What follows belongs to an exercise in optimizing a design on an open flow for small area, a short achievable clock period and few clock cycles per item; a production flow would make more cautious choices.
Only simulation tests tie the RTL to the original design; equivalence was not proved.
Power figures rest on the tool's default switching activity, not on a simulated workload.

==> inputs of trial 64 <==
## xq_pinctl
module xq_pinctl (
    input  wire        clk,
    input  wire        rst,            
    input  wire        req_valid,
    output wire        req_ready,
    input  wire [31:0] req_desc,
    input  wire [2:0]  req_dev,
    input  wire [31:0] req_data,
    output reg         resp_valid,
    output reg  [1:0]  resp_status,
    output reg  [31:0] resp_rdata,
    output reg         ledb_valid,
    output reg         ledb_level,
    output reg         ledg_valid,
    output reg         ledg_level,
    output wire [15:0] gpioa_wire,
    output wire [15:0] gpiob_wire,
    output wire        btn_wire
);
    localparam [1:0] ST_DONE    = 2'd0;
    localparam [1:0] ST_FAULT   = 2'd1;
    localparam [1:0] ST_REFUSED = 2'd2;
    localparam [2:0] DEV_GPIOA = 3'd0;
    localparam [2:0] DEV_GPIOB = 3'd1;
    localparam [2:0] DEV_RCC   = 3'd2;
    localparam [2:0] DEV_BTN   = 3'd3;
    localparam [2:0] DEV_LEDB  = 3'd4;
    localparam [2:0] DEV_LEDG  = 3'd5;
    localparam [1:0] CL_GPIO = 2'd0;
    localparam [1:0] CL_CSR  = 2'd1;
    localparam [1:0] CL_BTN  = 2'd2;
    localparam [1:0] CL_LED  = 2'd3;
    localparam [3:0] K_READ    = 4'h0;
    localparam [3:0] K_WRITE   = 4'h1;
    localparam [3:0] K_RESET   = 4'h2;
    localparam [3:0] K_PIN_IN  = 4'h3;
    localparam [3:0] K_CONNECT = 4'h4;
    localparam [3:0] K_BYTE_IN = 4'h5;
    localparam [3:0] R_MODE   = 4'd0;
    localparam [3:0] R_OTYPE  = 4'd1;
    localparam [3:0] R_OSPEED = 4'd2;
    localparam [3:0] R_PUPD   = 4'd3;
    localparam [3:0] R_IDR    = 4'd4;
    localparam [3:0] R_ODR    = 4'd5;
    localparam [3:0] R_BSRR   = 4'd6;
    localparam [3:0] R_LCK    = 4'd7;
    localparam [3:0] R_AFRL   = 4'd8;
    localparam [3:0] R_AFRH   = 4'd9;
    localparam [31:0] A_MODE_RST   = 32'hA800_0000;
  ...
clock: 10.0 ns
lec_check: 0
cap_margin: 20
core_margin: 2
core_utilization: 40
slew_margin: 20
tns_end_percent: 5
standard.sh (not shown) runs the stock make flow with config.mk's settings and CLKGATE_MAP_FILE= SYNTH_SCRIPT=/design/flow/synth_recipe.tcl, a recipe that flattens the netlist after the stock synthesis.
==> flow/flow/run.sh <==
#!/bin/bash
set -euo pipefail
bash standard.sh SETUP_SLACK_MARGIN=6.2 \
    "BUFFER_PORTS_ARGS=-buffer_cell sky130_fd_sc_hd__buf_2" finish > flow_make.log 2>&1
==> build 56: changes against trial 64 <==
--- a/flow/design.v
+++ b/flow/design.v
@@ -112,17 +112,15 @@
     reg [15:0] wa_ex, wb_ex_r;
     wire [15:0] wb_ex = {wb_ex_r[15:8], 2'b11, wb_ex_r[5:0]};
     reg [1:0] t_src  [3:15];
     reg [3:0] t_pin  [3:15];
     reg [5:0] t_sink [3:15];
     reg [4:0] sub_count;
-    reg [15:0] wa_out, wb_out;    
-    reg        wbtn_out;
-    assign gpioa_wire = wa_out;
-    assign gpiob_wire = wb_out;
-    assign btn_wire   = wbtn_out;
+    assign gpioa_wire = wa_level;
+    assign gpiob_wire = wb_level;
+    assign btn_wire   = wbtn_level;
     wire [3:0]  q_k  = req_desc[31:28];
     wire [1:0]  q_wc = req_desc[27:26];
     wire [1:0]  q_c  = req_desc[25:24];
     wire        q_znz = (req_desc[23:16] != 8'd0);
     wire        q_ahz = (req_desc[15:6] == 10'd0);
     wire [5:0]  q_a  = req_desc[5:0];
@@ -190,37 +188,24 @@
         q_done && (q_k == K_CONNECT),
         q_done && (q_k == K_BYTE_IN),
         q_done && (q_k == K_WRITE) && (q_c == CL_GPIO) &&
             ((q_a[5:2] == R_ODR) || (q_a[5:2] == R_BSRR)),
         q_c, q_wc, q_a, req_dev,
         (q_bus ? (req_data & q_wmask) : req_data)};
-    reg          r_v, r1_v;
-    reg [PK-1:0] r0_pk, r1_pk;
+    reg          r_v;
+    reg [PK-1:0] r0_pk;
     wire         adv;           
     wire         go = r_v & adv;
-    wire         r0_free = ~r_v | go;
-    wire         acc = req_valid & ~r1_v;
-    reg          ready_q;       
-    assign req_ready = ready_q;
+    assign req_ready = ~r_v | adv;
     always @(posedge clk) begin
-        if (rst) begin
-            r_v     <= 1'b0;
-            r1_v    <= 1'b0;
-            ready_q <= 1'b1;
-        end else if (r0_free) begin
-            r_v     <= r1_v | acc;
-            r1_v    <= 1'b0;
-            ready_q <= 1'b1;
-        end else if (acc) begin
-            r1_v    <= 1'b1;
-            ready_q <= 1'b0;
-        end
-        if (r0_free)
-            r0_pk <= r1_v ? r1_pk : q_pk;
-        if (!r1_v)
-            r1_pk <= q_pk;
+        if (rst)
+            r_v <= 1'b0;
+        else if (req_ready)
+            r_v <= req_valid;
+        if (req_ready)
+            r0_pk <= q_pk;
     end
     wire [1:0]  r_st;          
     wire        r_rd, r_wr, r_rs, r_pin, r_con, r_byte;    
     wire        r_odr;         
     wire [1:0]  r_c;
     wire [1:0]  r_wc;
@@ -532,29 +517,20 @@
             if (s2_src == SRC_B)   wb_level   <= wb_level ^ s2_tog;
             if (s2_src == SRC_BTN) wbtn_level <= wbtn_level ^ s2_tog[0];
         end
     end
     reg [1:0]  o_stat;
     reg [31:0] o_rdata;
-    always @(posedge clk) begin
-        if (rst) begin
-            resp_valid <= 1'b0;
-            ledb_valid <= 1'b0;
-            ledg_valid <= 1'b0;
-        end else begin
-            resp_valid <= done;
-            ledb_valid <= ~fix & o_bany;
-            ledg_valid <= ~fix & o_gany;
-        end
-        resp_status <= o_stat;
-        resp_rdata  <= o_rdata;
-        ledb_level  <= e_blvl;
-        ledg_level  <= e_glvl;
-        wa_out      <= wa_level;
-        wb_out      <= wb_level;
-        wbtn_out    <= wbtn_level;
+    always @(*) begin
+        resp_valid  = done;
+        resp_status = o_stat;
+        resp_rdata  = o_rdata;
+        ledb_valid  = ~fix & o_bany;
+        ledb_level  = e_blvl;
+        ledg_valid  = ~fix & o_gany;
+        ledg_level  = e_glvl;
     end
     integer qc;
     always @(posedge clk) begin
         if (adv) begin
             o_stat  <= s2_stat;
             o_rdata <= rd_val & rmask;
==> flow/flow/run.sh (replaced) <==
#!/bin/bash
# The standard layout (standard.sh: standard synthesis, floorplan, placement, CTS,
# routing), with these changes to how the layout is made:
#  - the port buffers the standard flow inserts are buf_2 cells instead of the
#    delay-type buffer buffer_ports picks by default;
set -euo pipefail
bash standard.sh SETUP_SLACK_MARGIN=6.2 \
    "BUFFER_PORTS_ARGS=-buffer_cell sky130_fd_sc_hd__buf_2" \
    "CTS_ARGS=-sink_clustering_enable -repair_clock_nets -sink_clustering_size 25 -sink_clustering_max_diameter 80 -dont_use_dummy_load" \
    finish > flow_make.log 2>&1
==> flow/config.mk (replaced) <==
export PLATFORM = sky130hd
export DESIGN_NAME = xq_pinctl
export DESIGN_NICKNAME = xq_pinctl
export VERILOG_FILES = /design/flow/design.v
export SDC_FILE = /design/flow/constraint.sdc
export NUM_CORES = 4
export LEC_CHECK = 0
export CAP_MARGIN = 20
export CORE_MARGIN = 2
export CORE_UTILIZATION = 55
export CTS_CLUSTER_DIAMETER = 80
export CTS_CLUSTER_SIZE = 25
export SLEW_MARGIN = 20
export TNS_END_PERCENT = 5
==> trial 65: changes against trial 64 <==
--- a/flow/design.v
+++ b/flow/design.v
@@ -112,17 +112,15 @@
     reg [15:0] wa_ex, wb_ex_r;
     wire [15:0] wb_ex = {wb_ex_r[15:8], 2'b11, wb_ex_r[5:0]};
     reg [1:0] t_src  [3:15];
     reg [3:0] t_pin  [3:15];
     reg [5:0] t_sink [3:15];
     reg [4:0] sub_count;
-    reg [15:0] wa_out, wb_out;    
-    reg        wbtn_out;
-    assign gpioa_wire = wa_out;
-    assign gpiob_wire = wb_out;
-    assign btn_wire   = wbtn_out;
+    assign gpioa_wire = wa_level;
+    assign gpiob_wire = wb_level;
+    assign btn_wire   = wbtn_level;
     wire [3:0]  q_k  = req_desc[31:28];
     wire [1:0]  q_wc = req_desc[27:26];
     wire [1:0]  q_c  = req_desc[25:24];
     wire        q_znz = (req_desc[23:16] != 8'd0);
     wire        q_ahz = (req_desc[15:6] == 10'd0);
     wire [5:0]  q_a  = req_desc[5:0];
@@ -190,37 +188,24 @@
         q_done && (q_k == K_CONNECT),
         q_done && (q_k == K_BYTE_IN),
         q_done && (q_k == K_WRITE) && (q_c == CL_GPIO) &&
             ((q_a[5:2] == R_ODR) || (q_a[5:2] == R_BSRR)),
         q_c, q_wc, q_a, req_dev,
         (q_bus ? (req_data & q_wmask) : req_data)};
-    reg          r_v, r1_v;
-    reg [PK-1:0] r0_pk, r1_pk;
+    reg          r_v;
+    reg [PK-1:0] r0_pk;
     wire         adv;           
     wire         go = r_v & adv;
-    wire         r0_free = ~r_v | go;
-    wire         acc = req_valid & ~r1_v;
-    reg          ready_q;       
-    assign req_ready = ready_q;
+    assign req_ready = ~r_v | adv;
     always @(posedge clk) begin
-        if (rst) begin
-            r_v     <= 1'b0;
-            r1_v    <= 1'b0;
-            ready_q <= 1'b1;
-        end else if (r0_free) begin
-            r_v     <= r1_v | acc;
-            r1_v    <= 1'b0;
-            ready_q <= 1'b1;
-        end else if (acc) begin
-            r1_v    <= 1'b1;
-            ready_q <= 1'b0;
-        end
-        if (r0_free)
-            r0_pk <= r1_v ? r1_pk : q_pk;
-        if (!r1_v)
-            r1_pk <= q_pk;
+        if (rst)
+            r_v <= 1'b0;
+        else if (req_ready)
+            r_v <= req_valid;
+        if (req_ready)
+            r0_pk <= q_pk;
     end
     wire [1:0]  r_st;          
     wire        r_rd, r_wr, r_rs, r_pin, r_con, r_byte;    
     wire        r_odr;         
     wire [1:0]  r_c;
     wire [1:0]  r_wc;
@@ -532,29 +517,20 @@
             if (s2_src == SRC_B)   wb_level   <= wb_level ^ s2_tog;
             if (s2_src == SRC_BTN) wbtn_level <= wbtn_level ^ s2_tog[0];
         end
     end
     reg [1:0]  o_stat;
     reg [31:0] o_rdata;
-    always @(posedge clk) begin
-        if (rst) begin
-            resp_valid <= 1'b0;
-            ledb_valid <= 1'b0;
-            ledg_valid <= 1'b0;
-        end else begin
-            resp_valid <= done;
-            ledb_valid <= ~fix & o_bany;
-            ledg_valid <= ~fix & o_gany;
-        end
-        resp_status <= o_stat;
-        resp_rdata  <= o_rdata;
-        ledb_level  <= e_blvl;
-        ledg_level  <= e_glvl;
-        wa_out      <= wa_level;
-        wb_out      <= wb_level;
-        wbtn_out    <= wbtn_level;
+    always @(*) begin
+        resp_valid  = done;
+        resp_status = o_stat;
+        resp_rdata  = o_rdata;
+        ledb_valid  = ~fix & o_bany;
+        ledb_level  = e_blvl;
+        ledg_valid  = ~fix & o_gany;
+        ledg_level  = e_glvl;
     end
     integer qc;
     always @(posedge clk) begin
         if (adv) begin
             o_stat  <= s2_stat;
             o_rdata <= rd_val & rmask;
==> flow/config.mk (replaced) <==
export PLATFORM = sky130hd
export DESIGN_NAME = xq_pinctl
export DESIGN_NICKNAME = xq_pinctl
export VERILOG_FILES = /design/flow/design.v
export SDC_FILE = /design/flow/constraint.sdc
export NUM_CORES = 4
export LEC_CHECK = 0
export CAP_MARGIN = 20
export CORE_MARGIN = 2
export CORE_UTILIZATION = 55
export CTS_CLUSTER_DIAMETER = 80
export CTS_CLUSTER_SIZE = 25
export SLEW_MARGIN = 20
export TNS_END_PERCENT = 5
==> run notes <==
Clock skew: build 56 > trial 65 > trial 64. Utilization: trial 65 > build 56 > trial 64. Against trial 64, the synthesized cell count of trial 65 is smaller by about 1.6%. Between trial 64 and trial 65, the lower clock power is in trial 65 (gap about 70%, measured against trial 65). Worst setup slack: trial 65 is worse than trial 64 (0.10 ns). Wire length: trial 64 > trial 65 > build 56. Global-route usage: trial 64 < build 56 < trial 65. Against trial 64, the synthesized area of build 56 is smaller by 4.5%.
==> figures <==
	build 56	trial 64	trial 65
Run status	no timing/DRC/antenna violations	no timing/DRC/antenna violations	no timing/DRC/antenna violations
Sequential group share of total power	64.3%	51.2%	62.0%
Router iterations before antenna repair	11	8	9
Total CTS buffers	86	180	86
Worst slew margin	14.9%	16.2%	15.2%
Crit path DAT	2.13 ns	4.62 ns	4.65 ns
Crit path depth	7	8	10
Share of Yosys cell area claimed by the top area cell type	51.5%	49.2%	51.5%
Height of the die	377 um	452 um	377 um
Final-stage net count	7119	7325	7120
Adder and majority cell fraction of the synthesized area	1.38%	1.38%	1.38%
Hold EP	s2_rwc[1]$_DFFE_PP_	resp_status[0]$_DFF_P_	s2_rwc[1]$_DFFE_PP_
Met1 layer wirelength in the final routing	122000 um	145000 um	122000 um
Cells after DPL	8689	9590	8689
Ratio of layout area to synthesized area	1.089x	1.146x	1.097x
Power per unit of standard cell area	140 nW/um^2	174 nW/um^2	144 nW/um^2
Start of the worst register-to-register path	o_csp[6]$_SDFFE_PP0P_	wact$_SDFFE_PP0P_	o_csp[6]$_SDFFE_PP0P_
Combinational Power Share	4.8%	5.8%	4.6%
Testbench counts of trial 64, summed over its fixed seeds: cycles 8,389, items 8,000.
Testbench counts of build 56, summed over its fixed seeds: cycles 8,381, items 8,000.
Testbench counts of trial 65, summed over its fixed seeds: cycles 8,381, items 8,000.

separate check: timing with driven ports:
Ports are ideal in the flow. The routed layouts listed here were re-timed in OpenROAD.
Step 1 sets driving cells, clkbuf_16 on the clock port and buf_2 on the other inputs (assumed; they add their load-dependent delay and slew).
Step 2 times the ports against the registers' clock, not the clock port: input delays grow and output delays shrink by t, the midpoint of the rising clock arrivals with the driver on.
Slacks: ideal ports / drivers / drivers and shift; pairs: ideal ports / drivers.
run	t (ns)	setup slack, ns	hold slack, ns	worst setup path at the end
trial 64	0.927	5.869 / 5.869 / 5.244	0.329 / 0.329 / 0.329	input to register
build 56	0.794	5.872 / 5.784 / 5.396	0.426 / 0.426 / 0.426	input to register
trial 65	0.829	5.768 / 5.724 / 5.315	0.428 / 0.428 / 0.428	input to register
After both steps every run listed still meets setup and hold. For trial 64, which loses most, drivers alone change the setup slack by 0.000 ns; drivers and shift together by -0.625 ns.
